Background: an optimization exercise with open tools, aiming at small area, a short achievable clock period and few clock cycles. Do not read the settings as production practice.
Only simulation tests tie the RTL to the original design; equivalence was not proved.
Power figures rest on the tool's default switching activity, not on a simulated workload.

[design.v]
module cwt_crc16 (
    input  wire [127:0] m,
    output wire [31:0]  c
);
    wire t128 = m[5] ^ m[14];
    wire t129 = m[4] ^ m[33];
    wire t130 = m[6] ^ m[44];
    wire t131 = m[8] ^ m[29];
    wire t132 = m[7] ^ m[22];
    wire t133 = m[32] ^ m[75];
    wire t134 = m[3] ^ m[76];
    wire t135 = m[47] ^ m[67];
    wire t136 = m[10] ^ m[96];
    wire t137 = m[12] ^ m[98];
    wire t138 = m[21] ^ m[77];
    wire t139 = m[24] ^ m[80];
    wire t140 = m[30] ^ m[68];
    wire t141 = m[48] ^ m[69];
    wire t142 = m[83] ^ m[103];
    wire t143 = m[23] ^ t131;
    wire t144 = m[34] ^ t128;
    wire t145 = m[11] ^ m[45];
    wire t146 = m[2] ^ m[118];
    wire t147 = m[15] ^ m[16];
    wire t148 = m[17] ^ m[70];
    wire t149 = m[20] ^ m[99];
    wire t150 = m[27] ^ m[37];
    wire t151 = m[28] ^ m[38];
    wire t152 = m[35] ^ m[36];
    wire t153 = m[39] ^ m[40];
    wire t154 = m[56] ^ m[71];
    wire t155 = m[57] ^ m[72];
    wire t156 = m[13] ^ t129;
    wire t157 = m[9] ^ m[95];
    wire t158 = m[19] ^ m[100];
    wire t159 = m[25] ^ m[41];
    wire t160 = m[26] ^ m[42];
    wire t161 = m[31] ^ m[74];
    wire t162 = m[43] ^ m[119];
    wire t163 = m[46] ^ m[66];
    wire t164 = m[49] ^ m[122];
    wire t165 = m[50] ^ m[123];
    wire t166 = m[51] ^ m[124];
    wire t167 = m[52] ^ m[73];
    wire t168 = m[53] ^ m[126];
    wire t169 = m[54] ^ m[62];
    wire t170 = m[79] ^ m[101];
    wire t171 = m[78] ^ t132;
    wire t172 = m[105] ^ t133;
    wire t173 = m[125] ^ t130;
    wire t174 = m[1] ^ m[85];
    wire t175 = m[18] ^ m[58];
    wire t176 = m[59] ^ m[82];
    wire t177 = m[102] ^ t139;
    wire t178 = m[104] ^ t141;
    wire t179 = m[115] ^ t142;
    wire t180 = m[120] ^ t135;
    wire t181 = m[65] ^ t144;
    wire t182 = m[91] ^ t143;
    wire t183 = m[0] ^ m[88];
    wire t184 = m[60] ^ m[89];
    wire t185 = m[61] ^ m[84];
    wire t186 = m[64] ^ m[121];
    wire t187 = m[81] ^ m[127];
    wire t188 = m[86] ^ m[106];
    wire t189 = m[87] ^ m[94];
    wire t190 = m[90] ^ m[110];
    wire t191 = m[63] ^ t134;
    wire t192 = m[92] ^ t137;
    wire t193 = m[97] ^ t145;
    wire t194 = m[108] ^ t147;
    wire t195 = m[111] ^ t138;
    wire t196 = m[107] ^ t140;
    wire t197 = m[109] ^ t136;
    wire t198 = m[112] ^ t154;
    wire t199 = m[113] ^ t155;
    wire t200 = t169 ^ t176;
    wire t201 = t152 ^ t171;
    wire t202 = t156 ^ t158;
    wire t203 = m[48] ^ t167;
    wire t204 = m[93] ^ t146;
    wire t205 = m[114] ^ t148;
    wire t206 = m[116] ^ t162;
    wire t207 = m[117] ^ t174;
    wire t208 = t151 ^ t157;
    wire t209 = t150 ^ t196;
    wire t210 = t166 ^ t172;
    wire t211 = t173 ^ t199;
    wire t212 = t153 ^ t182;
    wire t213 = m[46] ^ m[89];
    wire t214 = m[18] ^ t170;
    wire t215 = m[55] ^ t168;
    wire t216 = m[63] ^ t164;
    wire t217 = m[103] ^ t161;
    wire t218 = t149 ^ t163;
    wire t219 = t160 ^ t185;
    wire t220 = t175 ^ t187;
    wire t221 = m[0] ^ t193;
    wire t222 = t165 ^ t194;
    wire t223 = t197 ^ t201;
    wire t224 = m[15] ^ m[100];
    wire t225 = m[17] ^ m[114];
    wire t226 = m[25] ^ m[47];
    wire t227 = m[30] ^ m[99];
    wire t228 = m[51] ^ m[107];
    wire t229 = m[53] ^ m[70];
    wire t230 = m[75] ^ m[118];
    wire t231 = m[7] ^ t155;
    wire t232 = m[8] ^ t189;
    wire t233 = m[16] ^ t188;
    wire t234 = m[52] ^ t190;
    wire t235 = m[59] ^ t159;
    wire t236 = m[68] ^ t149;
    wire t237 = m[69] ^ t189;
    wire t238 = m[71] ^ t139;
    wire t239 = m[86] ^ t184;
    wire t240 = m[14] ^ t179;
    wire t241 = m[38] ^ t192;
    wire t242 = m[43] ^ t178;
    wire t243 = m[73] ^ t177;
    wire t244 = m[106] ^ t208;
    wire t245 = t166 ^ t198;
    wire t246 = t180 ^ t195;
    wire t247 = m[29] ^ t181;
    wire t248 = m[3] ^ m[72];
    wire t249 = m[4] ^ m[121];
    wire t250 = m[5] ^ m[74];
    wire t251 = m[6] ^ m[80];
    wire t252 = m[9] ^ m[112];
    wire t253 = m[11] ^ m[94];
    wire t254 = m[13] ^ m[57];
    wire t255 = m[19] ^ m[39];
    wire t256 = m[26] ^ m[37];
    wire t257 = m[27] ^ m[62];
    wire t258 = m[28] ^ m[120];
    wire t259 = m[31] ^ m[101];
    wire t260 = m[33] ^ m[36];
    wire t261 = m[42] ^ m[109];
    wire t262 = m[45] ^ m[108];
    wire t263 = m[49] ^ m[77];
    wire t264 = m[56] ^ m[58];
    wire t265 = m[61] ^ m[127];
    wire t266 = m[88] ^ m[102];
    wire t267 = m[90] ^ m[93];
    wire t268 = m[96] ^ m[126];
    wire t269 = m[111] ^ m[127];
    wire t270 = m[1] ^ t136;
    wire t271 = m[20] ^ t134;
    wire t272 = m[23] ^ t130;
    wire t273 = m[32] ^ t186;
    wire t274 = m[41] ^ t133;
    wire t275 = m[55] ^ t161;
    wire t276 = m[64] ^ t132;
    wire t277 = m[65] ^ t153;
    wire t278 = m[76] ^ t163;
    wire t279 = m[78] ^ t137;
    wire t280 = m[82] ^ t147;
    wire t281 = m[84] ^ t167;
    wire t282 = m[87] ^ t183;
    wire t283 = m[91] ^ t140;
    wire t284 = m[93] ^ t135;
    wire t285 = m[101] ^ t226;
    wire t286 = m[113] ^ t150;
    wire t287 = m[117] ^ t227;
    wire t288 = m[123] ^ t188;
    wire t289 = t128 ^ t146;
    wire t290 = t129 ^ t186;
    wire t291 = t140 ^ t165;
    wire t292 = t148 ^ t224;
    wire t293 = t151 ^ t229;
    wire t294 = t159 ^ t213;
    wire t295 = m[66] ^ t178;
    wire t296 = m[67] ^ t195;
    wire t297 = m[79] ^ t177;
    wire t298 = m[85] ^ t205;
    wire t299 = m[98] ^ t200;
    wire t300 = t143 ^ t170;
    wire t301 = t145 ^ t207;
    wire t302 = t154 ^ t172;
    wire t303 = t168 ^ t278;
    wire t304 = t192 ^ t214;
    wire t305 = t198 ^ t233;
    wire t306 = t200 ^ t219;
    wire t307 = t203 ^ t215;
    wire t308 = m[35] ^ t202;
    wire t309 = m[40] ^ t221;
    wire t310 = m[97] ^ t209;
    wire t311 = t141 ^ t240;
    wire t312 = t180 ^ t202;
    wire t313 = t181 ^ t218;
    wire t314 = t183 ^ t241;
    wire t315 = m[6] ^ m[112];
    wire t316 = m[8] ^ m[61];
    wire t317 = m[10] ^ m[80];
    wire t318 = m[12] ^ m[119];
    wire t319 = m[16] ^ m[43];
    wire t320 = m[19] ^ m[122];
    wire t321 = m[22] ^ m[40];
    wire t322 = m[23] ^ m[39];
    wire t323 = m[24] ^ m[76];
    wire t324 = m[24] ^ m[94];
    wire t325 = m[26] ^ m[58];
    wire t326 = m[34] ^ m[95];
    wire t327 = m[36] ^ m[110];
    wire t328 = m[44] ^ m[60];
    wire t329 = m[50] ^ m[81];
    wire t330 = m[54] ^ m[122];
    wire t331 = m[71] ^ m[84];
    wire t332 = m[77] ^ m[111];
    wire t333 = m[78] ^ m[105];
    wire t334 = m[81] ^ m[94];
    wire t335 = m[88] ^ m[125];
    wire t336 = m[95] ^ m[108];
    wire t337 = m[97] ^ m[121];
    wire t338 = m[103] ^ m[119];
    wire t339 = m[104] ^ m[115];
    wire t340 = m[107] ^ m[110];
    wire t341 = m[2] ^ t152;
    wire t342 = m[3] ^ t146;
    wire t343 = m[7] ^ t175;
    wire t344 = m[15] ^ t157;
    wire t345 = m[21] ^ t184;
    wire t346 = m[35] ^ t249;
    wire t347 = m[45] ^ t168;
    wire t348 = m[46] ^ t257;
    wire t349 = m[47] ^ t138;
    wire t350 = m[54] ^ t265;
    wire t351 = m[67] ^ t251;
    wire t352 = m[70] ^ t263;
    wire t353 = m[73] ^ t162;
    wire t354 = m[74] ^ t253;
    wire t355 = m[83] ^ t137;
    wire t356 = m[92] ^ t184;
    wire t357 = m[98] ^ t176;
    wire t358 = m[102] ^ t138;
    wire t359 = m[104] ^ t142;
    wire t360 = m[109] ^ t248;
    wire t361 = m[114] ^ t169;
    wire t362 = m[116] ^ t225;
    wire t363 = m[124] ^ t264;
    wire t364 = m[125] ^ t131;
    wire t365 = t128 ^ t160;
    wire t366 = t132 ^ t260;
    wire t367 = t136 ^ t174;
    wire t368 = t151 ^ t190;
    wire t369 = t164 ^ t175;
    wire t370 = t164 ^ t228;
    wire t371 = t185 ^ t317;
    wire t372 = t230 ^ t255;
    wire t373 = t250 ^ t258;
    wire t374 = t261 ^ t268;
    wire t375 = t267 ^ t335;
    wire t376 = t321 ^ t338;
    wire t377 = m[11] ^ t220;
    wire t378 = m[13] ^ t216;
    wire t379 = m[20] ^ t191;
    wire t380 = m[27] ^ t206;
    wire t381 = m[28] ^ t156;
    wire t382 = m[42] ^ t294;
    wire t383 = m[50] ^ t237;
    wire t384 = m[55] ^ t204;
    wire t385 = m[59] ^ t285;
    wire t386 = m[60] ^ t282;
    wire t387 = m[64] ^ t217;
    wire t388 = m[79] ^ t234;
    wire t389 = m[92] ^ t238;
    wire t390 = m[120] ^ t144;
    wire t391 = t130 ^ t289;
    wire t392 = t133 ^ t216;
    wire t393 = t148 ^ t207;
    wire t394 = t152 ^ t191;
    wire t395 = t156 ^ t193;
    wire t396 = t157 ^ t287;
    wire t397 = t158 ^ t237;
    wire t398 = t159 ^ t206;
    wire t399 = t160 ^ t270;
    wire t400 = t162 ^ t205;
    wire t401 = t170 ^ t236;
    wire t402 = t171 ^ t332;
    wire t403 = t173 ^ t232;
    wire t404 = t178 ^ t326;
    wire t405 = t179 ^ t269;
    wire t406 = t179 ^ t316;
    wire t407 = t180 ^ t213;
    wire t408 = t187 ^ t290;
    wire t409 = t194 ^ t349;
    wire t410 = t204 ^ t277;
    wire t411 = t206 ^ t254;
    wire t412 = t214 ^ t256;
    wire t413 = t217 ^ t235;
    wire t414 = t218 ^ t231;
    wire t415 = t220 ^ t284;
    wire t416 = t232 ^ t344;
    wire t417 = t239 ^ t351;
    wire t418 = t259 ^ t367;
    wire t419 = t262 ^ t293;
    wire t420 = t266 ^ t274;
    wire t421 = t275 ^ t283;
    wire t422 = t331 ^ t358;
    wire t423 = m[17] ^ t300;
    wire t424 = m[49] ^ t209;
    wire t425 = m[72] ^ t222;
    wire t426 = m[87] ^ t302;
    wire t427 = m[116] ^ t295;
    wire t428 = t129 ^ t211;
    wire t429 = t149 ^ t210;
    wire t430 = t186 ^ t298;
    wire t431 = t197 ^ t297;
    wire t432 = t201 ^ t244;
    wire t433 = t210 ^ t281;
    wire t434 = t211 ^ t228;
    wire t435 = t231 ^ t242;
    wire t436 = t234 ^ t400;
    wire t437 = t243 ^ t328;
    wire t438 = t245 ^ t340;
    wire t439 = t245 ^ t353;
    wire t440 = t246 ^ t376;
    wire t441 = t246 ^ t389;
    wire t442 = t272 ^ t304;
    wire t443 = t273 ^ t299;
    wire t444 = t288 ^ t307;
    wire t445 = t296 ^ t396;
    wire t446 = t301 ^ t323;
    wire t447 = t306 ^ t352;
    wire r0_0 = m[18] ^ m[22];
    wire r0_1 = m[33] ^ m[56];
    wire r0_2 = m[99] ^ r0_0;
    wire r0_3 = r0_1 ^ t135;
    wire r0_4 = t185 ^ t252;
    wire r0_5 = t334 ^ r0_2;
    wire r0_6 = r0_3 ^ r0_4;
    wire r0_7 = t270 ^ t279;
    wire r0_8 = t292 ^ t342;
    wire r0_9 = t348 ^ t359;
    wire r0_10 = r0_5 ^ r0_6;
    wire r0_11 = r0_7 ^ r0_8;
    wire r0_12 = r0_9 ^ t221;
    wire r0_13 = t392 ^ t398;
    wire r0_14 = t421 ^ r0_10;
    wire r0_15 = r0_11 ^ r0_12;
    wire r0_16 = r0_13 ^ t247;
    wire r0_17 = t437 ^ r0_14;
    wire r0_18 = r0_15 ^ r0_16;
    wire r0_19 = r0_17 ^ r0_18;
    assign c[0] = r0_19;
    wire r1_0 = m[10] ^ m[113];
    wire r1_1 = m[119] ^ m[2];
    wire r1_2 = m[57] ^ m[62];
    wire r1_3 = m[81] ^ m[99];
    wire r1_4 = r1_0 ^ r1_1;
    wire r1_5 = r1_2 ^ r1_3;
    wire r1_6 = t163 ^ t226;
    wire r1_7 = t258 ^ r1_4;
    wire r1_8 = r1_5 ^ r1_6;
    wire r1_9 = t191 ^ t193;
    wire r1_10 = t207 ^ t219;
    wire r1_11 = t280 ^ t291;
    wire r1_12 = r1_10 ^ r1_11;
    wire r1_13 = r1_7 ^ r1_8;
    wire r1_14 = r1_9 ^ t302;
    wire r1_15 = t387 ^ t404;
    wire r1_16 = r1_12 ^ r1_13;
    wire r1_17 = r1_14 ^ r1_15;
    wire r1_18 = t308 ^ t442;
    wire r1_19 = r1_16 ^ r1_17;
    wire r1_20 = r1_18 ^ r1_19;
    assign c[1] = r1_20;
    wire r2_0 = m[82] ^ m[96];
    wire r2_1 = r2_0 ^ t145;
    wire r2_2 = t259 ^ t263;
    wire r2_3 = t325 ^ r2_1;
    wire r2_4 = r2_2 ^ t177;
    wire r2_5 = t204 ^ t233;
    wire r2_6 = t348 ^ t355;
    wire r2_7 = r2_3 ^ r2_4;
    wire r2_8 = r2_5 ^ r2_6;
    wire r2_9 = t394 ^ r2_7;
    wire r2_10 = r2_8 ^ t247;
    wire r2_11 = t312 ^ t429;
    wire r2_12 = t430 ^ t435;
    wire r2_13 = r2_10 ^ r2_11;
    wire r2_14 = r2_12 ^ r2_9;
    wire r2_15 = r2_13 ^ r2_14;
    assign c[2] = r2_15;
    wire r3_0 = t188 ^ t318;
    wire r3_1 = t329 ^ t333;
    wire r3_2 = r3_0 ^ r3_1;
    wire r3_3 = t179 ^ t203;
    wire r3_4 = t273 ^ t292;
    wire r3_5 = t369 ^ r3_2;
    wire r3_6 = r3_3 ^ r3_4;
    wire r3_7 = t381 ^ t385;
    wire r3_8 = t394 ^ t403;
    wire r3_9 = t422 ^ r3_5;
    wire r3_10 = r3_6 ^ r3_7;
    wire r3_11 = r3_8 ^ t310;
    wire r3_12 = t313 ^ r3_10;
    wire r3_13 = r3_11 ^ r3_9;
    wire r3_14 = r3_12 ^ r3_13;
    assign c[3] = r3_14;
    wire r4_0 = m[6] ^ m[85];
    wire r4_1 = r4_0 ^ t347;
    wire r4_2 = t357 ^ t370;
    wire r4_3 = r4_1 ^ r4_2;
    wire r4_4 = t386 ^ t387;
    wire r4_5 = t412 ^ t422;
    wire r4_6 = r4_3 ^ r4_4;
    wire r4_7 = r4_5 ^ t247;
    wire r4_8 = t312 ^ t425;
    wire r4_9 = t427 ^ t432;
    wire r4_10 = r4_6 ^ r4_7;
    wire r4_11 = r4_8 ^ r4_9;
    wire r4_12 = r4_10 ^ r4_11;
    assign c[4] = r4_12;
    wire r5_0 = m[121] ^ m[38];
    wire r5_1 = r5_0 ^ t255;
    wire r5_2 = t266 ^ r5_1;
    wire r5_3 = t203 ^ t350;
    wire r5_4 = t359 ^ r5_2;
    wire r5_5 = r5_3 ^ t210;
    wire r5_6 = t300 ^ t393;
    wire r5_7 = t417 ^ r5_4;
    wire r5_8 = r5_5 ^ r5_6;
    wire r5_9 = t223 ^ t313;
    wire r5_10 = t424 ^ t425;
    wire r5_11 = r5_10 ^ r5_7;
    wire r5_12 = r5_8 ^ r5_9;
    wire r5_13 = r5_11 ^ r5_12;
    assign c[5] = r5_13;
    wire r6_0 = m[1] ^ t150;
    wire r6_1 = r6_0 ^ t173;
    wire r6_2 = t191 ^ t345;
    wire r6_3 = t355 ^ r6_1;
    wire r6_4 = r6_2 ^ t210;
    wire r6_5 = t305 ^ t383;
    wire r6_6 = t388 ^ t398;
    wire r6_7 = t419 ^ r6_3;
    wire r6_8 = r6_4 ^ r6_5;
    wire r6_9 = r6_6 ^ t212;
    wire r6_10 = t223 ^ t313;
    wire r6_11 = r6_10 ^ r6_7;
    wire r6_12 = r6_8 ^ r6_9;
    wire r6_13 = r6_11 ^ r6_12;
    assign c[6] = r6_13;
    wire r7_0 = m[109] ^ m[37];
    wire r7_1 = m[41] ^ m[54];
    wire r7_2 = r7_0 ^ r7_1;
    wire r7_3 = r7_2 ^ t219;
    wire r7_4 = t276 ^ t282;
    wire r7_5 = t287 ^ t292;
    wire r7_6 = t341 ^ r7_3;
    wire r7_7 = r7_4 ^ r7_5;
    wire r7_8 = t244 ^ t303;
    wire r7_9 = t388 ^ t395;
    wire r7_10 = r7_6 ^ r7_7;
    wire r7_11 = r7_8 ^ r7_9;
    wire r7_12 = t212 ^ t434;
    wire r7_13 = t441 ^ r7_10;
    wire r7_14 = r7_11 ^ r7_12;
    wire r7_15 = r7_13 ^ r7_14;
    assign c[7] = r7_15;
    wire r8_0 = m[100] ^ m[118];
    wire r8_1 = m[121] ^ r8_0;
    wire r8_2 = t248 ^ t252;
    wire r8_3 = t262 ^ t319;
    wire r8_4 = t327 ^ r8_1;
    wire r8_5 = r8_2 ^ r8_3;
    wire r8_6 = t238 ^ t361;
    wire r8_7 = r8_4 ^ r8_5;
    wire r8_8 = r8_6 ^ t181;
    wire r8_9 = t209 ^ t307;
    wire r8_10 = t382 ^ t402;
    wire r8_11 = t415 ^ t418;
    wire r8_12 = r8_10 ^ r8_11;
    wire r8_13 = r8_7 ^ r8_8;
    wire r8_14 = r8_9 ^ t212;
    wire r8_15 = t314 ^ r8_12;
    wire r8_16 = r8_13 ^ r8_14;
    wire r8_17 = r8_15 ^ r8_16;
    assign c[8] = r8_17;
    wire r9_0 = m[22] ^ m[96];
    wire r9_1 = r9_0 ^ t230;
    wire r9_2 = t267 ^ r9_1;
    wire r9_3 = t286 ^ t360;
    wire r9_4 = r9_2 ^ r9_3;
    wire r9_5 = t181 ^ t304;
    wire r9_6 = t306 ^ t405;
    wire r9_7 = t417 ^ t419;
    wire r9_8 = r9_4 ^ r9_5;
    wire r9_9 = r9_6 ^ r9_7;
    wire r9_10 = t212 ^ t308;
    wire r9_11 = t427 ^ r9_10;
    wire r9_12 = r9_8 ^ r9_9;
    wire r9_13 = r9_11 ^ r9_12;
    assign c[9] = r9_13;
    wire r10_0 = m[18] ^ m[66];
    wire r10_1 = r10_0 ^ t225;
    wire r10_2 = t330 ^ r10_1;
    wire r10_3 = t192 ^ t217;
    wire r10_4 = t271 ^ t272;
    wire r10_5 = t285 ^ t368;
    wire r10_6 = r10_2 ^ r10_3;
    wire r10_7 = r10_4 ^ r10_5;
    wire r10_8 = t202 ^ t301;
    wire r10_9 = t410 ^ r10_6;
    wire r10_10 = r10_7 ^ r10_8;
    wire r10_11 = t223 ^ t426;
    wire r10_12 = r10_10 ^ r10_11;
    wire r10_13 = r10_9 ^ r10_12;
    assign c[10] = r10_13;
    wire r11_0 = m[19] ^ m[48];
    wire r11_1 = r11_0 ^ t134;
    wire r11_2 = t318 ^ t324;
    wire r11_3 = t327 ^ t339;
    wire r11_4 = r11_1 ^ r11_2;
    wire r11_5 = r11_3 ^ t144;
    wire r11_6 = t288 ^ r11_4;
    wire r11_7 = r11_5 ^ t296;
    wire r11_8 = t384 ^ t395;
    wire r11_9 = t412 ^ t414;
    wire r11_10 = t420 ^ r11_6;
    wire r11_11 = r11_7 ^ r11_8;
    wire r11_12 = r11_9 ^ t212;
    wire r11_13 = r11_10 ^ r11_11;
    wire r11_14 = r11_12 ^ r11_13;
    assign c[11] = r11_14;
    wire r12_0 = m[0] ^ m[116];
    wire r12_1 = r12_0 ^ t315;
    wire r12_2 = t333 ^ r12_1;
    wire r12_3 = t144 ^ t271;
    wire r12_4 = t363 ^ r12_2;
    wire r12_5 = r12_3 ^ t241;
    wire r12_6 = t243 ^ t382;
    wire r12_7 = t416 ^ r12_4;
    wire r12_8 = r12_5 ^ r12_6;
    wire r12_9 = t308 ^ t424;
    wire r12_10 = t440 ^ r12_7;
    wire r12_11 = r12_8 ^ r12_9;
    wire r12_12 = r12_10 ^ r12_11;
    assign c[12] = r12_12;
    wire r13_0 = m[113] ^ m[117];
    wire r13_1 = r13_0 ^ t249;
    wire r13_2 = t254 ^ t315;
    wire r13_3 = t322 ^ t329;
    wire r13_4 = r13_1 ^ r13_2;
    wire r13_5 = r13_3 ^ t375;
    wire r13_6 = r13_4 ^ r13_5;
    wire r13_7 = t242 ^ t390;
    wire r13_8 = t399 ^ t401;
    wire r13_9 = t409 ^ t413;
    wire r13_10 = r13_6 ^ r13_7;
    wire r13_11 = r13_8 ^ r13_9;
    wire r13_12 = t432 ^ r13_10;
    wire r13_13 = r13_11 ^ r13_12;
    assign c[13] = r13_13;
    wire r14_0 = m[100] ^ m[126];
    wire r14_1 = m[58] ^ r14_0;
    wire r14_2 = t160 ^ t253;
    wire r14_3 = t337 ^ r14_1;
    wire r14_4 = r14_2 ^ t172;
    wire r14_5 = t205 ^ t280;
    wire r14_6 = t286 ^ t345;
    wire r14_7 = t370 ^ r14_3;
    wire r14_8 = r14_4 ^ r14_5;
    wire r14_9 = r14_6 ^ t242;
    wire r14_10 = t297 ^ t391;
    wire r14_11 = r14_10 ^ r14_7;
    wire r14_12 = r14_8 ^ r14_9;
    wire r14_13 = t212 ^ t223;
    wire r14_14 = r14_11 ^ r14_12;
    wire r14_15 = r14_13 ^ r14_14;
    assign c[14] = r14_15;
    wire r15_0 = m[105] ^ m[30];
    wire r15_1 = r15_0 ^ t134;
    wire r15_2 = t150 ^ t164;
    wire r15_3 = t187 ^ r15_1;
    wire r15_4 = r15_2 ^ t235;
    wire r15_5 = t238 ^ t366;
    wire r15_6 = r15_3 ^ r15_4;
    wire r15_7 = r15_5 ^ t222;
    wire r15_8 = t244 ^ t406;
    wire r15_9 = r15_6 ^ r15_7;
    wire r15_10 = r15_8 ^ t309;
    wire r15_11 = t436 ^ t442;
    wire r15_12 = r15_10 ^ r15_11;
    wire r15_13 = r15_9 ^ r15_12;
    assign c[15] = r15_13;
    wire r16_0 = m[106] ^ m[65];
    wire r16_1 = r16_0 ^ t165;
    wire r16_2 = t322 ^ r16_1;
    wire r16_3 = t280 ^ t293;
    wire r16_4 = t354 ^ t360;
    wire r16_5 = t365 ^ r16_2;
    wire r16_6 = r16_3 ^ r16_4;
    wire r16_7 = t384 ^ t392;
    wire r16_8 = t402 ^ t406;
    wire r16_9 = r16_5 ^ r16_6;
    wire r16_10 = r16_7 ^ r16_8;
    wire r16_11 = t310 ^ t312;
    wire r16_12 = t439 ^ r16_10;
    wire r16_13 = r16_11 ^ r16_9;
    wire r16_14 = r16_12 ^ r16_13;
    assign c[16] = r16_14;
    wire r17_0 = m[68] ^ m[75];
    wire r17_1 = m[83] ^ r17_0;
    wire r17_2 = t153 ^ t161;
    wire r17_3 = t169 ^ t324;
    wire r17_4 = r17_1 ^ r17_2;
    wire r17_5 = r17_3 ^ t208;
    wire r17_6 = t271 ^ t279;
    wire r17_7 = t281 ^ t290;
    wire r17_8 = r17_4 ^ r17_5;
    wire r17_9 = r17_6 ^ r17_7;
    wire r17_10 = t211 ^ t222;
    wire r17_11 = t295 ^ t380;
    wire r17_12 = t390 ^ r17_10;
    wire r17_13 = r17_11 ^ r17_8;
    wire r17_14 = r17_9 ^ t423;
    wire r17_15 = t438 ^ r17_12;
    wire r17_16 = r17_13 ^ r17_14;
    wire r17_17 = r17_15 ^ r17_16;
    assign c[17] = r17_17;
    wire r18_0 = m[29] ^ m[34];
    wire r18_1 = m[45] ^ m[69];
    wire r18_2 = m[76] ^ r18_0;
    wire r18_3 = r18_1 ^ t159;
    wire r18_4 = r18_2 ^ r18_3;
    wire r18_5 = t194 ^ t215;
    wire r18_6 = t277 ^ t343;
    wire r18_7 = t346 ^ t373;
    wire r18_8 = r18_4 ^ r18_5;
    wire r18_9 = r18_6 ^ r18_7;
    wire r18_10 = t211 ^ t298;
    wire r18_11 = t378 ^ r18_10;
    wire r18_12 = r18_8 ^ r18_9;
    wire r18_13 = t431 ^ t433;
    wire r18_14 = t445 ^ r18_11;
    wire r18_15 = r18_12 ^ r18_13;
    wire r18_16 = r18_14 ^ r18_15;
    assign c[18] = r18_16;
    wire r19_0 = m[110] ^ m[115];
    wire r19_1 = m[33] ^ m[77];
    wire r19_2 = r19_0 ^ r19_1;
    wire r19_3 = t158 ^ t167;
    wire r19_4 = t230 ^ t251;
    wire r19_5 = t330 ^ r19_2;
    wire r19_6 = r19_3 ^ r19_4;
    wire r19_7 = t220 ^ t291;
    wire r19_8 = t364 ^ t365;
    wire r19_9 = r19_5 ^ r19_6;
    wire r19_10 = r19_7 ^ r19_8;
    wire r19_11 = t303 ^ t305;
    wire r19_12 = t413 ^ r19_10;
    wire r19_13 = r19_11 ^ r19_9;
    wire r19_14 = t223 ^ t309;
    wire r19_15 = t430 ^ r19_12;
    wire r19_16 = r19_13 ^ r19_14;
    wire r19_17 = r19_15 ^ r19_16;
    assign c[19] = r19_17;
    wire r20_0 = m[123] ^ m[25];
    wire r20_1 = m[37] ^ m[86];
    wire r20_2 = r20_0 ^ r20_1;
    wire r20_3 = t136 ^ r20_2;
    wire r20_4 = t191 ^ t199;
    wire r20_5 = t347 ^ t366;
    wire r20_6 = r20_3 ^ r20_4;
    wire r20_7 = r20_5 ^ t182;
    wire r20_8 = t243 ^ t391;
    wire r20_9 = t397 ^ t401;
    wire r20_10 = t405 ^ r20_6;
    wire r20_11 = r20_7 ^ r20_8;
    wire r20_12 = r20_9 ^ t438;
    wire r20_13 = t447 ^ r20_10;
    wire r20_14 = r20_11 ^ r20_12;
    wire r20_15 = r20_13 ^ r20_14;
    assign c[20] = r20_15;
    wire r21_0 = m[124] ^ m[52];
    wire r21_1 = m[65] ^ r21_0;
    wire r21_2 = t135 ^ t154;
    wire r21_3 = t225 ^ t256;
    wire r21_4 = t336 ^ r21_1;
    wire r21_5 = r21_2 ^ r21_3;
    wire r21_6 = t195 ^ t236;
    wire r21_7 = t274 ^ t276;
    wire r21_8 = t289 ^ t350;
    wire r21_9 = t369 ^ r21_4;
    wire r21_10 = r21_5 ^ r21_6;
    wire r21_11 = r21_7 ^ r21_8;
    wire r21_12 = t182 ^ t383;
    wire r21_13 = t418 ^ r21_10;
    wire r21_14 = r21_11 ^ r21_12;
    wire r21_15 = r21_9 ^ t314;
    wire r21_16 = t428 ^ r21_13;
    wire r21_17 = r21_14 ^ r21_15;
    wire r21_18 = r21_16 ^ r21_17;
    assign c[21] = r21_18;
    wire r22_0 = m[21] ^ m[51];
    wire r22_1 = m[95] ^ r22_0;
    wire r22_2 = t161 ^ t165;
    wire r22_3 = t261 ^ t264;
    wire r22_4 = t334 ^ r22_1;
    wire r22_5 = r22_2 ^ r22_3;
    wire r22_6 = t173 ^ t235;
    wire r22_7 = t239 ^ t284;
    wire r22_8 = t362 ^ t371;
    wire r22_9 = t372 ^ r22_4;
    wire r22_10 = r22_5 ^ r22_6;
    wire r22_11 = r22_7 ^ r22_8;
    wire r22_12 = t182 ^ t240;
    wire r22_13 = t303 ^ t378;
    wire r22_14 = r22_10 ^ r22_11;
    wire r22_15 = r22_12 ^ r22_13;
    wire r22_16 = r22_9 ^ t314;
    wire r22_17 = t435 ^ r22_14;
    wire r22_18 = r22_15 ^ r22_16;
    wire r22_19 = r22_17 ^ r22_18;
    assign c[22] = r22_19;
    wire r23_0 = m[14] ^ m[44];
    wire r23_1 = r23_0 ^ t153;
    wire r23_2 = t190 ^ t268;
    wire r23_3 = t339 ^ r23_1;
    wire r23_4 = r23_2 ^ t203;
    wire r23_5 = t276 ^ t291;
    wire r23_6 = t356 ^ r23_3;
    wire r23_7 = r23_4 ^ r23_5;
    wire r23_8 = t411 ^ t415;
    wire r23_9 = t416 ^ r23_6;
    wire r23_10 = r23_7 ^ r23_8;
    wire r23_11 = t429 ^ t446;
    wire r23_12 = t447 ^ r23_10;
    wire r23_13 = r23_11 ^ r23_9;
    wire r23_14 = r23_12 ^ r23_13;
    assign c[23] = r23_14;
    wire r24_0 = m[50] ^ m[53];
    wire r24_1 = m[5] ^ r24_0;
    wire r24_2 = t134 ^ t227;
    wire r24_3 = t320 ^ r24_1;
    wire r24_4 = r24_2 ^ t143;
    wire r24_5 = t177 ^ t357;
    wire r24_6 = t375 ^ r24_3;
    wire r24_7 = r24_4 ^ r24_5;
    wire r24_8 = t305 ^ t377;
    wire r24_9 = t393 ^ t404;
    wire r24_10 = r24_6 ^ r24_7;
    wire r24_11 = r24_8 ^ r24_9;
    wire r24_12 = t433 ^ t440;
    wire r24_13 = r24_10 ^ r24_11;
    wire r24_14 = r24_12 ^ r24_13;
    assign c[24] = r24_14;
    wire r25_0 = m[102] ^ m[15];
    wire r25_1 = m[23] ^ m[77];
    wire r25_2 = r25_0 ^ r25_1;
    wire r25_3 = t174 ^ t320;
    wire r25_4 = r25_2 ^ r25_3;
    wire r25_5 = t346 ^ t371;
    wire r25_6 = r25_4 ^ r25_5;
    wire r25_7 = t221 ^ t299;
    wire r25_8 = t379 ^ t380;
    wire r25_9 = t407 ^ r25_6;
    wire r25_10 = r25_7 ^ r25_8;
    wire r25_11 = t247 ^ t426;
    wire r25_12 = t434 ^ t444;
    wire r25_13 = r25_10 ^ r25_11;
    wire r25_14 = r25_12 ^ r25_9;
    wire r25_15 = r25_13 ^ r25_14;
    assign c[25] = r25_15;
    wire r26_0 = m[90] ^ t130;
    wire r26_1 = t142 ^ r26_0;
    wire r26_2 = t196 ^ t216;
    wire r26_3 = t279 ^ t341;
    wire r26_4 = t361 ^ t363;
    wire r26_5 = t373 ^ r26_1;
    wire r26_6 = r26_2 ^ r26_3;
    wire r26_7 = r26_4 ^ t386;
    wire r26_8 = t408 ^ t409;
    wire r26_9 = t414 ^ r26_5;
    wire r26_10 = r26_6 ^ r26_7;
    wire r26_11 = r26_8 ^ t444;
    wire r26_12 = t446 ^ r26_10;
    wire r26_13 = r26_11 ^ r26_9;
    wire r26_14 = r26_12 ^ r26_13;
    assign c[26] = r26_14;
    wire r27_0 = m[124] ^ m[41];
    wire r27_1 = m[7] ^ r27_0;
    wire r27_2 = t138 ^ t183;
    wire r27_3 = t229 ^ t252;
    wire r27_4 = t260 ^ r27_1;
    wire r27_5 = r27_2 ^ r27_3;
    wire r27_6 = t239 ^ r27_4;
    wire r27_7 = r27_5 ^ t222;
    wire r27_8 = t377 ^ t403;
    wire r27_9 = t411 ^ r27_6;
    wire r27_10 = r27_7 ^ r27_8;
    wire r27_11 = t310 ^ t311;
    wire r27_12 = t431 ^ t443;
    wire r27_13 = r27_10 ^ r27_11;
    wire r27_14 = r27_12 ^ r27_9;
    wire r27_15 = r27_13 ^ r27_14;
    assign c[27] = r27_15;
    wire r28_0 = m[117] ^ m[16];
    wire r28_1 = m[24] ^ r28_0;
    wire r28_2 = t250 ^ t336;
    wire r28_3 = r28_1 ^ r28_2;
    wire r28_4 = t200 ^ t283;
    wire r28_5 = t286 ^ t342;
    wire r28_6 = t343 ^ t364;
    wire r28_7 = t368 ^ t374;
    wire r28_8 = r28_3 ^ r28_4;
    wire r28_9 = r28_5 ^ r28_6;
    wire r28_10 = r28_7 ^ t397;
    wire r28_11 = t407 ^ t420;
    wire r28_12 = r28_10 ^ r28_11;
    wire r28_13 = r28_8 ^ r28_9;
    wire r28_14 = t439 ^ r28_12;
    wire r28_15 = r28_13 ^ r28_14;
    assign c[28] = r28_15;
    wire r29_0 = m[120] ^ t131;
    wire r29_1 = t141 ^ t142;
    wire r29_2 = t183 ^ t269;
    wire r29_3 = t337 ^ r29_0;
    wire r29_4 = r29_1 ^ r29_2;
    wire r29_5 = t208 ^ t356;
    wire r29_6 = t372 ^ t374;
    wire r29_7 = r29_3 ^ r29_4;
    wire r29_8 = r29_5 ^ r29_6;
    wire r29_9 = t379 ^ t385;
    wire r29_10 = t421 ^ r29_7;
    wire r29_11 = r29_8 ^ r29_9;
    wire r29_12 = t428 ^ t436;
    wire r29_13 = r29_10 ^ r29_11;
    wire r29_14 = r29_12 ^ r29_13;
    assign c[29] = r29_14;
    wire r30_0 = m[12] ^ t190;
    wire r30_1 = t224 ^ t257;
    wire r30_2 = t325 ^ r30_0;
    wire r30_3 = r30_1 ^ t171;
    wire r30_4 = t191 ^ t215;
    wire r30_5 = t236 ^ t294;
    wire r30_6 = t354 ^ t362;
    wire r30_7 = r30_2 ^ r30_3;
    wire r30_8 = r30_4 ^ r30_5;
    wire r30_9 = r30_6 ^ t408;
    wire r30_10 = t410 ^ r30_7;
    wire r30_11 = r30_8 ^ r30_9;
    wire r30_12 = t311 ^ t441;
    wire r30_13 = r30_10 ^ r30_11;
    wire r30_14 = r30_12 ^ r30_13;
    assign c[30] = r30_14;
    wire r31_0 = m[72] ^ m[90];
    wire r31_1 = r31_0 ^ t163;
    wire r31_2 = t265 ^ t319;
    wire r31_3 = r31_1 ^ r31_2;
    wire r31_4 = t204 ^ t275;
    wire r31_5 = r31_3 ^ r31_4;
    wire r31_6 = t381 ^ t399;
    wire r31_7 = r31_5 ^ r31_6;
    wire r31_8 = t309 ^ t311;
    wire r31_9 = t423 ^ t437;
    wire r31_10 = t443 ^ t445;
    wire r31_11 = r31_10 ^ r31_7;
    wire r31_12 = r31_8 ^ r31_9;
    wire r31_13 = r31_11 ^ r31_12;
    assign c[31] = r31_13;
endmodule
module cwt_quant (
    input  wire        s,
    input  wire [10:0] e,
    input  wire [16:0] x,
    input  wire        trunc_mode,    
    output wire [15:0] q,
    output wire        clip
);
    wire        inr  = (e >= 11'd1022) && (e <= 11'd1038);
    wire        huge = (e >= 11'd1039);            
    wire [16:0] y    = inr ? x : 17'd0;            
    wire [15:0] ip   = y[16:1];
    wire        rh   = ~trunc_mode & y[0];
    wire [15:0] a    = ip ^ {16{s}};
    wire        ci   = rh ^ s;
    reg  [15:0] sum;
    integer i;
    always @* begin
        for (i = 0; i < 16; i = i + 1)
            sum[i] = a[i] ^ (ci & ((a & ((16'd1 << i) - 16'd1)) == ((16'd1 << i) - 16'd1)));
    end
    wire        cpos = ip[15] | ((&ip[14:0]) & rh);
    wire        cneg = ip[15] & ((|ip[14:0]) | rh);
    assign clip = huge | (s ? cneg : cpos);
    assign q    = clip ? {s, {15{~s}}} : sum;
endmodule
module cwt_f32cvt (
    input  wire        s,
    input  wire [10:0] e,
    input  wire [23:0] x,
    input  wire        sticky,
    output wire [31:0] f
);
    wire        ovf    = (e > 11'd1150);
    wire        normal = (e >= 11'd897);
    wire [7:0]  exp8   = normal ? {~e[7], e[6:0]} : 8'd0;    
    wire        rup    = x[0] & (sticky | x[1]);
    wire [30:0] base   = {exp8, x[23:1]};
    reg  [30:0] rnd;
    integer i;
    always @* begin
        for (i = 0; i < 31; i = i + 1)
            rnd[i] = base[i] ^ (rup & ((base & ((31'd1 << i) - 31'd1)) == ((31'd1 << i) - 31'd1)));
    end
    assign f = {s, ovf ? 31'h7F800000 : rnd};
endmodule
module cwt_lane_pre #(
    parameter LATE = 0           
) (
    input  wire [63:0] v,
    input  wire        raw,
    input  wire        fq,        
    output wire [63:0] w,
    output wire        nan
);
    wire [10:0] e = v[62:52];
    wire [4:0]  aq     = 5'd22 - e[4:0];                
    wire        normal = (e >= 11'd897);
    wire        tiny   = (e <= 11'd870);                 
    wire [4:0]  dsh    = 5'd1 - e[4:0];                  
    wire [4:0]  af     = normal ? 5'd0 : (tiny ? 5'd26 : dsh);
    wire [24:0] sig    = {1'b1, v[51:28]};
    wire [24:0] x;
    generate
        if (LATE) begin : g_two
            wire [24:0] xq = sig >> aq;
            wire [24:0] xf = sig >> af;
            assign x = raw ? sig : (fq ? xq : xf);
        end else begin : g_one
            wire [4:0] sh = raw ? 5'd0 : (fq ? aq : af);
            assign x = sig >> sh;
        end
    endgenerate
    wire [25:0] lmask  = ~(26'h3FFFFFF << af);
    wire        lost   = ~raw & (|(sig & lmask[24:0]));
    assign nan = (&e) && (|v[51:0]);
    assign w   = {v[63:52], x[23:0], v[27:1], v[0] | lost};
endmodule
module cwt_lane_post (
    input  wire [63:0] w,
    input  wire        trunc_mode,
    output wire [15:0] q,
    output wire        clip,
    output wire [31:0] f
);
    cwt_quant  u_q (.s(w[63]), .e(w[62:52]), .x(w[44:28]), .trunc_mode(trunc_mode), .q(q), .clip(clip));
    cwt_f32cvt u_f (.s(w[63]), .e(w[62:52]), .x(w[51:28]), .sticky(|w[27:0]), .f(f));
endmodule
module cwt_enc (
    input  wire         clk,
    input  wire         rst,
    input  wire         cmd_valid,
    output wire         cmd_ready,
    input  wire [3:0]   cmd_op,
    input  wire         cmd_chan,
    input  wire         cmd_part,
    input  wire [255:0] cmd_data,
    output reg          rsp_valid,
    output reg  [63:0]  rsp_result,
    output reg  [2:0]   rsp_fault,
    output reg  [5:0]   rsp_len,
    output reg  [255:0] rsp_bytes
);
    localparam OP_EINIT  = 4'd0;
    localparam OP_CRCB   = 4'd1;
    localparam OP_CRCF   = 4'd2;
    localparam OP_CRCV   = 4'd3;
    localparam OP_QNT    = 4'd4;
    localparam OP_ENCV   = 4'd5;
    localparam OP_ENCREC = 4'd6;
    localparam OP_RDCLIP = 4'd7;
    localparam OP_RDREC  = 4'd8;
    localparam OP_RDSTAT = 4'd9;
    localparam F_NONE     = 3'd0;
    localparam F_PROTOCOL = 3'd5;
    localparam F_ILLEGAL  = 3'd6;
    localparam F_NUMERIC  = 3'd7;
    reg [31:0]  crc;         
    reg [31:0]  clip0;
    reg [31:0]  clip1;
    reg [31:0]  reccnt;
    reg [1:0]   fmt;
    reg         alg;
    reg         encon;
    reg         integrity;
    reg         ready;
    assign cmd_ready = ready;
    wire accept = cmd_valid & ready;
    wire raw_l0 = (cmd_op == OP_CRCB) | (cmd_op == OP_CRCV) | ((fmt == 2'd0) & (cmd_op != OP_QNT));
    wire fq_l0  = (cmd_op == OP_QNT) | (fmt == 2'd1) | ((fmt == 2'd2) & ~((cmd_op == OP_ENCV) & cmd_part));
    wire raw_hi = (fmt == 2'd0);
    wire [255:0] w_d;
    wire [3:0]   nan_d;
    cwt_lane_pre #(.LATE(1)) u_p0 (.v(cmd_data[63:0]),    .raw(raw_l0), .fq(fq_l0),             .w(w_d[63:0]),    .nan(nan_d[0]));
    cwt_lane_pre u_p1 (.v(cmd_data[127:64]),  .raw(raw_hi), .fq(fmt == 2'd1),       .w(w_d[127:64]),  .nan(nan_d[1]));
    cwt_lane_pre u_p2 (.v(cmd_data[191:128]), .raw(raw_hi), .fq(fmt[0] ^ fmt[1]),   .w(w_d[191:128]), .nan(nan_d[2]));
    cwt_lane_pre u_p3 (.v(cmd_data[255:192]), .raw(raw_hi), .fq(fmt == 2'd1),       .w(w_d[255:192]), .nan(nan_d[3]));
    reg         m_v;
    reg [3:0]   op;
    reg         chan;
    reg         part;
    reg [255:0] w;
    reg [3:0]   nan;
    always @(posedge clk) begin
        op   <= cmd_op;
        chan <= cmd_chan;
        part <= cmd_part;
        w    <= w_d;
        nan  <= nan_d;
        if (rst) begin
            m_v   <= 1'b0;
            ready <= 1'b1;
            fmt   <= 2'd0;
            alg   <= 1'b0;
            encon <= 1'b0;
        end else begin
            m_v   <= accept;
            ready <= ~(accept & (((cmd_op == OP_ENCREC) & (fmt == 2'd0) & encon) |
                                 (cmd_op == OP_CRCF) | (cmd_op == OP_CRCV)));
            if (accept & (cmd_op == OP_EINIT)) begin
                fmt   <= cmd_data[1:0];
                alg   <= cmd_data[2];
                encon <= 1'b1;
            end
        end
    end
    wire is_einit  = (op == OP_EINIT);
    wire is_crcb   = (op == OP_CRCB);
    wire is_crcf   = (op == OP_CRCF);
    wire is_crcv   = (op == OP_CRCV);
    wire is_qnt    = (op == OP_QNT);
    wire is_encv   = (op == OP_ENCV);
    wire is_encrec = (op == OP_ENCREC);
    wire is_rdclip = (op == OP_RDCLIP);
    wire is_rdrec  = (op == OP_RDREC);
    wire is_rdstat = (op == OP_RDSTAT);
    wire is_illegal = (op >= 4'd10);
    wire [15:0] q0, q1, q2, q3;
    wire        c0, c1, c2, c3;
    wire [31:0] f0, f1, f2, f3;
    cwt_lane_post u_l0 (.w(w[63:0]),    .trunc_mode(~alg & ~(part & ~is_encrec)), .q(q0), .clip(c0), .f(f0));
    cwt_lane_post u_l1 (.w(w[127:64]),  .trunc_mode(1'b0), .q(q1), .clip(c1), .f(f1));
    cwt_lane_post u_l2 (.w(w[191:128]), .trunc_mode(~alg), .q(q2), .clip(c2), .f(f2));
    cwt_lane_post u_l3 (.w(w[255:192]), .trunc_mode(1'b0), .q(q3), .clip(c3), .f(f3));
    wire uses_enc = is_qnt | is_encv | is_encrec;
    wire any_nan  = is_encrec ? (|nan) : nan[0];
    reg  [2:0] fault;
    always @* begin
        if (is_illegal)                fault = F_ILLEGAL;
        else if (uses_enc & ~encon)    fault = F_PROTOCOL;
        else if (uses_enc & any_nan)   fault = F_NUMERIC;
        else                           fault = F_NONE;
    end
    wire ok = (fault == F_NONE);
    wire i16_re = fmt[0] ^ fmt[1];             
    wire i16_im = (fmt == 2'd1);
    wire i16_v  = part ? i16_im : i16_re;      
    wire lay_raw = (fmt == 2'd0) | is_crcb;
    wire lay_f32 = (fmt == 2'd3) | ((fmt == 2'd2) & is_encv & part);
    wire lay_mix = (fmt == 2'd2) & ~is_encv;
    reg [127:0] bytes_lo;
    always @* begin
        if (lay_raw)      bytes_lo = w[127:0];
        else if (lay_f32) bytes_lo = {f3, f2, f1, f0};
        else if (lay_mix) bytes_lo = {32'd0, f3, q2, f1, q0};
        else              bytes_lo = {64'd0, q3, q2, q1, q0};
    end
    reg [5:0] len;
    reg [5:0] fk;      
    reg       two;     
    always @* begin
        len = 6'd0; fk = 6'd0; two = 1'b0;
        if (ok) begin
            if (is_crcb) fk = 6'b000001;
            else if (is_encrec) begin
                case (fmt)
                    2'd0: begin len = 6'd32; fk = 6'b100000; two = 1'b1; end
                    2'd1: begin len = 6'd8;  fk = 6'b001000; end
                    2'd2: begin len = 6'd12; fk = 6'b010000; end
                    default: begin len = 6'd16; fk = 6'b100000; end
                endcase
            end else if (is_encv) begin
                case (fmt)
                    2'd0: begin len = 6'd8; fk = 6'b001000; end
                    2'd1: begin len = 6'd2; fk = 6'b000010; end
                    2'd2: if (part) begin len = 6'd4; fk = 6'b000100; end
                          else      begin len = 6'd2; fk = 6'b000010; end
                    default: begin len = 6'd4; fk = 6'b000100; end
                endcase
            end
        end
    end
    wire s_two = is_encrec & (fmt == 2'd0);
    wire s12   = is_encrec & (fmt == 2'd2);
    wire s8    = (is_encrec & (fmt == 2'd1)) | (is_encv & (fmt == 2'd0));
    wire s4    = is_encv & ((fmt == 2'd3) | ((fmt == 2'd2) & part));
    wire s2    = is_encv & ((fmt == 2'd1) | ((fmt == 2'd2) & ~part));
    reg [127:0] bytes_hi;
    always @* begin
        bytes_hi = 128'd0;
        if (s_two)                    bytes_hi = w[255:128];
        else if (s12)                 bytes_hi[127:32] = {f3, q2, f1, q0};
        else if (s8)                  bytes_hi[127:64] = lay_raw ? w[63:0] : {q3, q2, q1, q0};
        else if (s4)                  bytes_hi[127:96] = f0;
        else if (s2)                  bytes_hi[127:112] = q0;
        else                          bytes_hi[127:120] = w[7:0];
    end
    wire [1:0] inc0 = is_encrec ? ({1'b0, c0 & i16_re} + {1'b0, c1 & i16_im})
                                : {1'b0, c0 & (is_qnt | i16_v) & ~chan};
    wire [1:0] inc1 = is_encrec ? ({1'b0, c2 & i16_re} + {1'b0, c3 & i16_im})
                                : {1'b0, c0 & (is_qnt | i16_v) & chan};
    reg  [1:0] r_inc0, r_inc1;
    wire [31:0] clip0_n = add02(clip0, r_inc0);
    wire [31:0] clip1_n = add02(clip1, r_inc1);
    function [30:0] inc31(input [30:0] x, input c);
        integer i;
        begin
            for (i = 0; i < 31; i = i + 1)
                inc31[i] = x[i] ^ (c & ((x & ((31'd1 << i) - 31'd1)) == ((31'd1 << i) - 31'd1)));
        end
    endfunction
    function [31:0] inc32(input [31:0] x);
        integer i;
        begin
            for (i = 0; i < 32; i = i + 1)
                inc32[i] = x[i] ^ ((x & ((32'd1 << i) - 32'd1)) == ((32'd1 << i) - 32'd1));
        end
    endfunction
    function [31:0] add02(input [31:0] x, input [1:0] a);
        begin
            add02 = {inc31(x[31:1], a[1] | (a[0] & x[0])), x[0] ^ a[0]};
        end
    endfunction
    reg [5:0]  r_fk;        
    reg        r_two;       
    reg        r_lo;        
    reg        r_hs;        
    reg        crcf_pend;   
    reg        crcv_pend;
    reg [127:0] fm;
    reg [31:0]  post;
    always @* begin
        fm = (rsp_bytes[127:0] & {128{r_lo}}) | (rsp_bytes[255:128] & {128{r_hs}});
        if (r_fk[5])           fm[31:0]    = fm[31:0]    ^ crc;
        if (r_fk[4])           fm[63:32]   = fm[63:32]   ^ crc;
        if (r_fk[3])           fm[95:64]   = fm[95:64]   ^ crc;
        if (r_fk[2])           fm[127:96]  = fm[127:96]  ^ crc;
        if (r_fk[1])           fm[127:112] = fm[127:112] ^ crc[15:0];
        if (r_fk[0])           fm[127:120] = fm[127:120] ^ crc[7:0];
        post = r_fk[1] ? {16'd0, crc[31:16]} : r_fk[0] ? {8'd0, crc[31:8]} :
               (r_lo | r_hs) ? 32'd0 : crc;
    end
    wire [31:0] fold;
    cwt_crc16 u_crc (.m(fm), .c(fold));
    wire [31:0] crc_next = fold ^ post;
    wire crcv_eq = (~crc == rsp_result[31:0]);
    reg [63:0] result;
    always @* begin
        result = 64'd0;
        if (is_crcv)                result = {32'd0, w[31:0]};
        if (is_qnt & ok)            result = {{48{q0[15]}}, q0};
        if (is_encrec & ok)         result = 64'd1;
        if (is_rdclip)              result = {32'd0, chan ? clip1_n : clip0_n};
        if (is_rdrec)               result = {32'd0, reccnt};
        if (is_rdstat)              result = {51'd0, alg, 2'b00, fmt, 2'b00, encon, integrity, 1'b0, encon, 2'b00};
    end
    always @(posedge clk) begin
        if (crcf_pend) begin
            rsp_result <= {32'd0, ~crc};
            rsp_fault  <= F_NONE;
            rsp_len    <= 6'd0;
        end else if (crcv_pend) begin
            rsp_result <= {63'd0, crcv_eq};
            rsp_fault  <= F_NONE;
            rsp_len    <= 6'd0;
        end else begin
            rsp_result <= result;
            rsp_fault  <= fault;
            rsp_len    <= len;
        end
        rsp_bytes[127:0]   <= r_two ? rsp_bytes[255:128] : bytes_lo;
        rsp_bytes[255:128] <= bytes_hi;
        if (rst) begin
            rsp_valid <= 1'b0;
            r_fk      <= 6'd0;
            r_two     <= 1'b0;
            r_lo      <= 1'b0;
            r_hs      <= 1'b0;
            crcf_pend <= 1'b0;
            crcv_pend <= 1'b0;
            r_inc0    <= 2'd0;
            r_inc1    <= 2'd0;
            crc       <= 32'hFFFFFFFF;
            clip0     <= 32'd0;
            clip1     <= 32'd0;
            reccnt    <= 32'd0;
            integrity <= 1'b0;
        end else begin
            rsp_valid <= (m_v & ~is_crcf & ~is_crcv) | crcf_pend | crcv_pend;
            crcf_pend <= m_v & is_crcf;
            crcv_pend <= m_v & is_crcv;
            r_fk      <= (m_v ? fk : 6'd0) | {r_two, 5'd0};
            r_two     <= m_v & two;
            r_lo      <= (m_v & fk[5]) | r_two;
            r_hs      <= m_v & (|fk[4:0]);
            r_inc0    <= (m_v & ok & uses_enc) ? inc0 : 2'd0;
            r_inc1    <= (m_v & ok & uses_enc) ? inc1 : 2'd0;
            crc       <= crc_next;
            clip0     <= clip0_n;
            clip1     <= clip1_n;
            if (crcv_pend & ~crcv_eq) integrity <= 1'b1;
            if (m_v) begin
                if (is_einit) begin
                    crc       <= 32'hFFFFFFFF;
                    clip0     <= 32'd0;
                    clip1     <= 32'd0;
                    reccnt    <= 32'd0;
                    integrity <= 1'b0;
                end else if (ok & is_encrec) begin
                    reccnt <= inc32(reccnt);
                end
            end
        end
    end
endmodule
[run.sh]
#!/bin/bash
# synth_recipe.tcl (not shown) runs the flow's synth.tcl, then flattens the netlist and writes it again
# the make line also repeats each setting of config.mk as NAME=value (left out here)
make -C /OpenROAD-flow-scripts/flow DESIGN_CONFIG=/design/flow/config.mk WORK_HOME=/design/flow/orfs CLKGATE_MAP_FILE= SYNTH_SCRIPT=/design/flow/synth_recipe.tcl finish
[config.mk]
export PLATFORM = sky130hd
export DESIGN_NAME = cwt_enc
export DESIGN_NICKNAME = cwt_enc
export VERILOG_FILES = /design/flow/design.v
export SDC_FILE = /design/flow/constraint.sdc
export NUM_CORES = 4
export LEC_CHECK = 0
export ABC_CLOCK_PERIOD_IN_PS = 3500
export CAP_MARGIN = 30
export CORE_MARGIN = 2
export CORE_UTILIZATION = 45
export SETUP_SLACK_MARGIN = 5
export SLEW_MARGIN = 30
[constraint.sdc]
create_clock -name core_clock -period 9.0 [get_ports {clk}]
set_input_delay 1.8000 -clock core_clock [delete_from_list [all_inputs] [get_ports {clk}]]
set_output_delay 1.8000 -clock core_clock [all_outputs]
set_load 0.01 [all_outputs]
==> impl_metrics.csv <==
group,metric,value,unit
timing,hold_ws,478,ps
drt,detailedRoute.firstIterationViolations,10641,
timing,rsz0062_at_grt,"yes",
worst_setup_path,cp_data_required_time,9590,ps
clock_tree,cts_htree_levels,3,
synth,syn_nets,6744,
finish,layout.cells.most_common_list,"753 x sky130_fd_sc_hd__nand2_1, 729 x sky130_fd_sc_hd__xnor2_1, 656 x sky130_fd_sc_hd__dfxtp_1, 546 x sky130_fd_sc_hd__clkdlybuf4s50_1, 489 x sky130_fd_sc_hd__nor2_1",
worst_setup_path,setup.worst_path.end_class,"flip-flop",
synth,post_synth.cell_area_avg,8.34,µm²
floorplanning,placement_row_count,126,
worst_hold_path,worstHoldEndpoint,"rsp_bytes[99]$_DFF_P_",
synth,yosys_warnings,3,
power,p_leak,24.6,nW
floorplanning,initial_util,45.4,%
worst_hold_path,hold_path_startpoint,"rsp_bytes[227]$_DFF_P_",
timing,final_hold_viol_count,0,
clock_tree,clock_tree.buffer_depth,3,
finish,fillerInstances,10517,
floorplanning,die_area,122000,µm²
synth,total_standard_cell_area_after_synthesis,53700,µm²
placement,dp_hpwl,262000,µm
placement,finalWeightedCongestion,1.18,
floorplanning,die_height,349,µm
grt,grt_pass1_vias,53560,
grt,antenna_found_initial,37,
timing,layout_min_cycle_time,4280,ps
drt,drt-total-wl,342000,µm
drt,drt.antenna.violating_nets,0,
finish,post_route_cells_drive_above_1_share,16.7,%
drt,remaining_drc_errors,0,
run_status,run_status,"timing/DRC/antenna clean",
floorplanning,pin_count,596,
run,cap_viol_max_count,0,
synth,post_synth_inst_count,6439,
grt,pin_count_of_the_biggest_net_entering_global_routing,122,
drt,avgRoutedWirePerCell,39.8,µm
worst_hold_path,worst_hold_path.num_cells,2,
drt,first_pass_iters,15,
finish,seq_area,14400,µm²
worst_setup_path,path_class,"flip-flop to flip-flop",
clock_tree,total_number_of_clock_tree_sinks,713,
synth,ys_dominant_reg_cell,"sky130_fd_sc_hd__dfxtp_1",
grt,overflow,0,
worst_setup_path,rrSetupSlack,4720,ps
finish,multiInputGateArea,39300,µm²
worst_setup_path,reg2reg_depth,10,
timing,finalWorstSetupSlack,4720,ps
timing,finalSetupViolCount,0,
timing,fin_skew,78.4,ps
synth,synth_cell_types,121,
clock_tree,root_buffer,"sky130_fd_sc_hd__clkbuf_16",
timing,final.period_utilization,47.6,%
finish,area_delta_synth_final,26.2,%
placement,quantity_of_i_o_buffers_inserted_on_ports,594,
worst_hold_path,min_path_type,"flip-flop to flip-flop",
clock_tree,tritoncts,"built",
floorplanning,die_width,349,µm
worst_setup_path,timing.critical_path.arrival,4870,ps
timing,slew_viol_final,0,
finish,final_common_cell,"sky130_fd_sc_hd__nand2_1",
timing,worst_pin_slew,1160,ps
worst_setup_path,rr_endpoint,"rsp_bytes[252]$_DFF_P_",
clock_tree,ctsHoldBuffers,0,
clock_tree,numCtsBuffers,81,
power,power_density,156,nW/µm²
grt,grt_pass1_wl,452000,µm
power,worst_ir_drop_vdd,0.000160,V
drt,num_vias,59625,
finish,net_count_final,7277,
worst_setup_path,reg2reg_from,"w[2]$_DFF_P_",
power,totalPowerFinal,10.6,mW
timing,max_clock_freq,0.234,GHz
floorplanning,core_area,118000,µm²
timing,max_slew_margin,22.5,%
clock_tree,worstSkewPairLatency,750,ps
drt,drt-vias-per-instance,6.94,
synth,synth_seq_cells,713,
worst_setup_path,crit_path_max_fanout,10,
synth,postSynth.asyncResetShare,0,%
synth,synth_enable_flop_cells,0,
placement,preCtsSetupSlack,3100,ps
grt,grt_util_all_layers,53.6,%
clock_tree,clk_pin_slew_worst_paths,60,ps
worst_setup_path,timing.critical_path.from_type,"flip-flop",
timing,timing.setup.tns,0,ps
synth,synth-seq-area-share,26.6,%
cell usage after synthesis (28+ instances only):
| cell | count | area share, % |
|---|---|---|
| sky130_fd_sc_hd__a211oi_1 | 67 | 0.94 |
| sky130_fd_sc_hd__a21oi_1 | 310 | 2.9 |
| sky130_fd_sc_hd__a221o_1 | 51 | 0.95 |
| sky130_fd_sc_hd__a221oi_1 | 49 | 0.80 |
| sky130_fd_sc_hd__a22o_1 | 39 | 0.64 |
| sky130_fd_sc_hd__a22oi_1 | 112 | 1.6 |
| sky130_fd_sc_hd__a22oi_2 | 40 | 0.93 |
| sky130_fd_sc_hd__a31oi_1 | 52 | 0.61 |
| sky130_fd_sc_hd__and2_1 | 55 | 0.64 |
| sky130_fd_sc_hd__and3_1 | 72 | 0.84 |
| sky130_fd_sc_hd__buf_1 | 31 | 0.22 |
| sky130_fd_sc_hd__buf_2 | 77 | 0.72 |
| sky130_fd_sc_hd__buf_4 | 55 | 0.77 |
| sky130_fd_sc_hd__clkbuf_1 | 285 | 2.0 |
| sky130_fd_sc_hd__dfxtp_1 | 713 | 27 |
| sky130_fd_sc_hd__ha_1 | 40 | 0.93 |
| sky130_fd_sc_hd__inv_1 | 90 | 0.63 |
| sky130_fd_sc_hd__mux2_2 | 28 | 0.59 |
| sky130_fd_sc_hd__mux2i_1 | 246 | 4.6 |
| sky130_fd_sc_hd__nand2_1 | 766 | 5.4 |
| sky130_fd_sc_hd__nand3_1 | 131 | 1.2 |
| sky130_fd_sc_hd__nand4_1 | 82 | 0.96 |
| sky130_fd_sc_hd__nor2_1 | 507 | 3.5 |
| sky130_fd_sc_hd__nor2b_1 | 33 | 0.38 |
| sky130_fd_sc_hd__nor3_1 | 112 | 1.0 |
| sky130_fd_sc_hd__nor4_1 | 112 | 1.3 |
| sky130_fd_sc_hd__o211ai_1 | 34 | 0.48 |
| sky130_fd_sc_hd__o21ai_0 | 400 | 3.7 |
| sky130_fd_sc_hd__o221ai_1 | 37 | 0.60 |
| sky130_fd_sc_hd__o22ai_1 | 63 | 0.73 |
| sky130_fd_sc_hd__xnor2_1 | 760 | 12 |
| sky130_fd_sc_hd__xnor2_2 | 107 | 3.2 |
| sky130_fd_sc_hd__xor2_1 | 293 | 4.8 |
| sky130_fd_sc_hd__xor2_2 | 47 | 1.4 |
critical path: stages (launching register included):
cell and delay (ps):
sky130_fd_sc_hd__dfxtp_1 990, sky130_fd_sc_hd__nor4_1 150, sky130_fd_sc_hd__nand4_1 160, sky130_fd_sc_hd__o2111a_1 470, sky130_fd_sc_hd__nand4_2 390, sky130_fd_sc_hd__nor4_2 350
sky130_fd_sc_hd__xor2_1 170, sky130_fd_sc_hd__o21ai_0 240, sky130_fd_sc_hd__a2111o_1 510, sky130_fd_sc_hd__a211oi_1 360, sky130_fd_sc_hd__a221o_2 350
how the worst max path moves through the flow:
stage / from / endpoint / slack, ps / cells past startpoint
2_1_floorplan: cmd_data[246] / w[221]$_DFF_P_ / 4640 / 13
3_3_place_gp: cmd_data[245] / w[221]$_DFF_P_ / 3070 / 12
3_5_place_dp: cmd_data[181] / w[158]$_DFF_P_ / 3100 / 12
4_1_cts: r_hs$_SDFF_PP0_ / crc[19]$_SDFF_PP1_ / 4940 / 11
5_1_grt: cmd_data[123] / w[100]$_DFF_P_ / 4830 / 12
6_report: w[2]$_DFF_P_ / rsp_bytes[252]$_DFF_P_ / 4720 / 10
final cells by class:
class / instances / area share (%)
Timing Repair Buffer: 917 / 13.0
Sequential cell: 713 / 21.2
Clock inverter: 51 / 0.997
Antenna cell: 22 / 0.0813
Inverter: 92 / 0.626
Multi-Input combinational cell: 5167 / 58.0
Clock buffer: 99 / 3.30
Tap cell: 1536 / 2.84
cell families after synthesis:
kind of cell	share of synthesized area [%]
other	0.00699
AOI/OAI and AO/OA	20.7
buffers and inverters	4.89
and+or+nand+nor	17.4
DFF	26.6
muxes	5.36
adders and majority gates	0.951
xor gates and xnor gates	24.1
flip-flops by register name, indices dropped and copies added, names as in the netlist, 2 cells and up:
signal / count
rsp_bytes: 256
w: 256
rsp_result: 33
clip0: 32
clip1: 32
crc: 32
reccnt: 32
r_fk: 5
rsp_len: 5
nan: 4
op: 4
rsp_fault: 3
fmt: 2
r_inc0: 2
r_inc1: 2
metal layers:
| metal | GRT usage (%) | wire, µm | part of all wire, % |
|---|---|---|---|
| met5 | 0.903 | 494 | 0.14 |
| met4 | 47.2 | 38700 | 11 |
| met3 | 24.4 | 51600 | 15 |
| met2 | 73.6 | 133000 | 39 |
| met1 | 62.2 | 118000 | 35 |
metrics by stage:
step | area (µm²) | utilization [%] | cells
after floorplan | 54300 | - | 6439
after global placement | 61000 | 51.6 | 8229
after detailed placement | 61000 | 51.6 | 8230
after CTS | 65600 | 55.5 | 8467
after global routing | 67700 | 57.3 | 8580
final | 67700 | 57.3 | 8597
report_power, final:
group	total [mW]	internal [mW]	switching, mW	leakage (nW)
sequential	3.98	3.37	0.611	5.92
combinational	2.96	1.13	1.83	17.3
clock	3.65	2.04	1.60	1.42
repair_timing:
action / CTS / global route
gates cloned: 9 / 5
pin swaps: 40 / 65
hold endpoints to repair: 0 / 0
gates resized for setup: 223 / 301
endpoints found under the setup margin: 270 / 206
setup buffers: 78 / 92
Testbench counts, summed over its fixed seeds: cycles 7,800.

[re-timing with driven ports]
In the flow no input, the clock included, has a driving cell. The finished layout below was timed again as built, in two steps.
Step 1, drivers: a clkbuf_16 drives clk and a buf_2 each remaining input, both assumed.
Step 2 adds t to the input delays and takes it off the output delays; t is the mean of the earliest and latest rising clock arrival at the registers after step 1. Input paths then give back, and output paths get back, about the clock's delay inside the block.
a / b / c = no drivers / after step 1 / after step 2; a / b = the first two.
shift t [ns]: 0.793
slack for setup (ns): 4.719 / 4.719 / 4.243
worst register clock-pin slew, ns: 0.07 / 0.07
After both steps setup and hold are still met in this run. For this run, drivers alone change the setup slack by 0.000 ns; drivers and shift together by -0.476 ns.
